Background: an optimization exercise with open tools, aiming at small area and a short achievable clock period. Do not read the settings as production practice.
The RTL was checked by simulation tests, not by an equivalence proof against the original design.
No activity file was given, so power comes from the tool's default toggle rates.

== run 1 ==
// cao_pipe
module cao_pipe (
    input  wire        clk,
    input  wire        rst,           
    input  wire [31:0] last_pc,       
    output wire        imem_en,
    output wire [31:0] imem_addr,
    input  wire [63:0] imem_rdata,
    output wire        dmem_en,
    output wire        dmem_we,
    output wire [11:0] dmem_addr,
    output wire [31:0] dmem_wdata,
    input  wire [31:0] dmem_rdata,
    output wire        halted,
    output wire        faulted,
    output wire [31:0] fault_addr,
    output wire [31:0] cycle_count,
    output wire [31:0] retired_count,
    input  wire [3:0]  dbg_sel,
    output wire [31:0] dbg_data
);
Size: about 860 flip-flops, about 340 I/O pins, roughly 53000 sq um of cells after synthesis.
clock: 12.0 ns
lec_check: 0
cap_margin: 20
cell_pad_in_sites_detail_placement: 0
cell_pad_in_sites_global_placement: 1
core_margin: 2
core_utilization: 55
cts_buf_list: sky130_fd_sc_hd__clkbuf_8
cts_cluster_size: 24
place_density: 0.7
slew_margin: 20
tns_end_percent: 20
setup_slack_margin: 5.6
buffer_ports_args: -buffer_cell sky130_fd_sc_hd__buf_1
standard.sh (not shown) runs the stock make flow with config.mk's settings and CLKGATE_MAP_FILE= SYNTH_SCRIPT=/design/flow/synth_recipe.tcl, a recipe that flattens the netlist after the stock synthesis.
==> flow/flow/run.sh <==
#!/bin/bash
# The standard layout, with two changes to how ORFS optimises it:
#  - the ports are buffered with buf_1 cells instead of ORFS's default pick
#    (a slow delay cell), still one buffer on every input and output port;
#  - repair_timing aims for a setup slack of 5.6 ns instead of 0.
# Synthesis, floorplan, power grid, tap cells, CTS and routing are the standard flow's own
# (standard.sh); the clock and constraints are unchanged.
set -euo pipefail
cat >> config.mk << 'X'
export SETUP_SLACK_MARGIN = 5.6
export BUFFER_PORTS_ARGS = -buffer_cell sky130_fd_sc_hd__buf_1
X
bash standard.sh > standard_make.log 2>&1
Relative to run 1, the following input files were edited for run 2:
- TNS_END_PERCENT: 20 -> unset
- CELL_PAD_IN_SITES_DETAIL_PLACEMENT: 0 -> 1
- CELL_PAD_IN_SITES_GLOBAL_PLACEMENT: 1 -> 2
- CORE_UTILIZATION: 55 -> 60
- PLACE_DENSITY: 0.7 -> 0.72
- SETUP_SLACK_MARGIN: 5.6 -> 5.5
- BUFFER_PORTS_ARGS: -buffer_cell sky130_fd_sc_hd__buf_1 -> -buffer_cell sky130_fd_sc_hd__buf_2
==> flow/flow/run.sh <==
#!/bin/bash
# The standard layout, with two changes to how ORFS optimises it:
#  - the ports are buffered with buf_2 cells instead of ORFS's default pick
#    (a slow delay cell), still one buffer on every input and output port;
#  - repair_timing aims for a setup slack of 5.5 ns instead of 0.
# Synthesis, floorplan, power grid, tap cells, CTS and routing are the standard flow's own
# (standard.sh); the clock and constraints are unchanged.
set -euo pipefail
cat >> config.mk << 'X'
export SETUP_SLACK_MARGIN = 5.5
export BUFFER_PORTS_ARGS = -buffer_cell sky130_fd_sc_hd__buf_2
X
bash standard.sh > standard_make.log 2>&1
### Flow results
Run 2: aborted in 3_1_place_gp_skip_io (tool error)
In run 2, initial cell density of the core is higher than in run 1.
As far as count of different cell masters after synthesis goes, run 1 and run 2 are indistinguishable; the numbers are identical.
Reported for run 2 and run 1, async set or reset register ratio after synthesis turned out identical to the last digit.
Compared with run 1, in run 2 number of standard-cell rows in the floorplan moved down; average cell area after synthesis closely matched the old numbers; net count after synthesis flat.
Inputs modified between run 2 and run 3:
- CORE_UTILIZATION: 60 -> 50
- BUFFER_PORTS_ARGS: -buffer_cell sky130_fd_sc_hd__buf_2 -> -buffer_cell sky130_fd_sc_hd__buf_1
- PLACE_DENSITY: 0.72 -> 0.65
- TNS_END_PERCENT: unset -> 20
diff --git a/flow/flow/run.sh b/flow/flow/run.sh
--- a/flow/flow/run.sh
+++ b/flow/flow/run.sh
@@ -2,3 +2,3 @@
 # The standard layout, with two changes to how ORFS optimises it:
-#  - the ports are buffered with buf_2 cells instead of ORFS's default pick
+#  - the ports are buffered with buf_1 cells instead of ORFS's default pick
 #    (a slow delay cell), still one buffer on every input and output port;
@@ -10,3 +10,3 @@
 export SETUP_SLACK_MARGIN = 5.5
-export BUFFER_PORTS_ARGS = -buffer_cell sky130_fd_sc_hd__buf_2
+export BUFFER_PORTS_ARGS = -buffer_cell sky130_fd_sc_hd__buf_1
 X
Findings:
- Run 3: PASS, flow complete, no timing, DRC or antenna violations
- Looking at starting density of the core, run 3 sits below run 2.
- Compound-gate portion of the synthesized area came out exactly the same in run 2 and run 3.
- Re average cell area after synthesis: no difference whatsoever between run 2 and run 3.
- Synthesized area: run 3 vs run 2 identical
- As far as async set-reset flop share out of synthesis goes, run 3 and run 2 are indistinguishable; the numbers are identical.
- Run 3 vs run 2 — number of core rows climbed by a little under 10%
- The die extent in y of run 3 is higher than that of run 2.
- Area share of fa/ha/maj cells after synthesis came out exactly the same in run 2 and run 3.
- Between run 2 and run 3, the flow reports x dimension of the die increasing by a little under 10%.
- From run 3 to run 2, synthesized cell count did not move at all.
Setup changes, run 3 to run 4
- BUFFER_PORTS_ARGS changed from -buffer_cell sky130_fd_sc_hd__buf_1 to -buffer_cell sky130_fd_sc_hd__buf_2
- CTS_CLUSTER_SIZE removed (was 24)
- CTS_BUF_LIST changed from sky130_fd_sc_hd__clkbuf_8 to sky130_fd_sc_hd__clkbuf_4
- TNS_END_PERCENT removed (was 20)
diff --git a/flow/flow/run.sh b/flow/flow/run.sh
--- a/flow/flow/run.sh
+++ b/flow/flow/run.sh
@@ -2,3 +2,3 @@
 # The standard layout, with two changes to how ORFS optimises it:
-#  - the ports are buffered with buf_1 cells instead of ORFS's default pick
+#  - the ports are buffered with buf_2 cells instead of ORFS's default pick
 #    (a slow delay cell), still one buffer on every input and output port;
@@ -10,3 +10,3 @@
 export SETUP_SLACK_MARGIN = 5.5
-export BUFFER_PORTS_ARGS = -buffer_cell sky130_fd_sc_hd__buf_1
+export BUFFER_PORTS_ARGS = -buffer_cell sky130_fd_sc_hd__buf_2
 X
--- outcome ---
- Run 4 has completed all stages; timing, DRC and antenna checks passed.
- Per the comparison of run 4 with run 3, part of the cycle the worst path needs lower, final-layout non-clock buffer area share shows an increase of 0.64 points, total power went up, clock-buffer cell count climbed about 90%, worst setup slack saw an increase.
[inputs] run 5 vs run 4
- swapping -buffer_cell sky130_fd_sc_hd__buf_2 for -buffer_cell sky130_fd_sc_hd__buf_1 in BUFFER_PORTS_ARGS
- swapping 50 for 58 in CORE_UTILIZATION
- putting CTS_CLUSTER_SIZE at 24 where nothing was set
- swapping 2 for 1 in CELL_PAD_IN_SITES_GLOBAL_PLACEMENT
- swapping sky130_fd_sc_hd__clkbuf_4 for sky130_fd_sc_hd__clkbuf_8 in CTS_BUF_LIST
- putting TNS_END_PERCENT at 20 where nothing was set
- swapping 0.65 for 0.72 in PLACE_DENSITY
- swapping 1 for 0 in CELL_PAD_IN_SITES_DETAIL_PLACEMENT
diff --git a/flow/flow/run.sh b/flow/flow/run.sh
--- a/flow/flow/run.sh
+++ b/flow/flow/run.sh
@@ -2,3 +2,3 @@
 # The standard layout, with two changes to how ORFS optimises it:
-#  - the ports are buffered with buf_2 cells instead of ORFS's default pick
+#  - the ports are buffered with buf_1 cells instead of ORFS's default pick
 #    (a slow delay cell), still one buffer on every input and output port;
@@ -10,3 +10,3 @@
 export SETUP_SLACK_MARGIN = 5.5
-export BUFFER_PORTS_ARGS = -buffer_cell sky130_fd_sc_hd__buf_2
+export BUFFER_PORTS_ARGS = -buffer_cell sky130_fd_sc_hd__buf_1
 X
Notes after the runs:
- Between run 5 and run 4, final design utilization is higher for run 5, run 4 comes in under that.
- Area growth from synthesis to layout sits lower in run 5 than in run 4.
- Global-route usage on run 5 is up relative to run 4.
- Looking at worst hold margin, run 5 sits 0.0059 ns below run 4.
- Run 5 vs run 4 — non-clock buffer count dropped 7.4%.
- Changes observed in run 5 relative to run 4: total count of hold-check failures in the final report held steady, critical path depth climbed 1.
- Capturing instance or port of the critical path = dbg_data[18]: run 4; capturing instance or port of the critical path = dbg_data[27]: run 5

[separate check: timing with driven ports]
How much do the figures lean on ideal ports? The routed layouts below were timed once more, with nothing changed but the port constraints. Step 1 sets driving cells, clkbuf_16 on the clock port and buf_2 on the other inputs (assumed; they add their load-dependent delay and slew). Step 2 moves the port delays by t, midway between the first and last clock arrival at a register: inputs arrive t later, outputs are due t later. That takes back most of the time a late clock gives input paths. a / b / c = ideal ports / drivers / drivers and shift; a / b = the first two.
run	t (ns)	setup slack, ns	worst setup path at the end
run 1	0.945	5.495 / 5.472 / 5.472	input to output
run 3	0.941	5.424 / 5.386 / 5.386	input to output
run 4	1.249	5.473 / 5.446 / 5.446	input to output
run 5	0.946	5.360 / 5.339 / 5.339	input to output
After both steps every run listed still meets setup and hold. The setup slack of run 3, which loses most, moves by -0.038 ns with the drivers and by -0.038 ns with both steps.
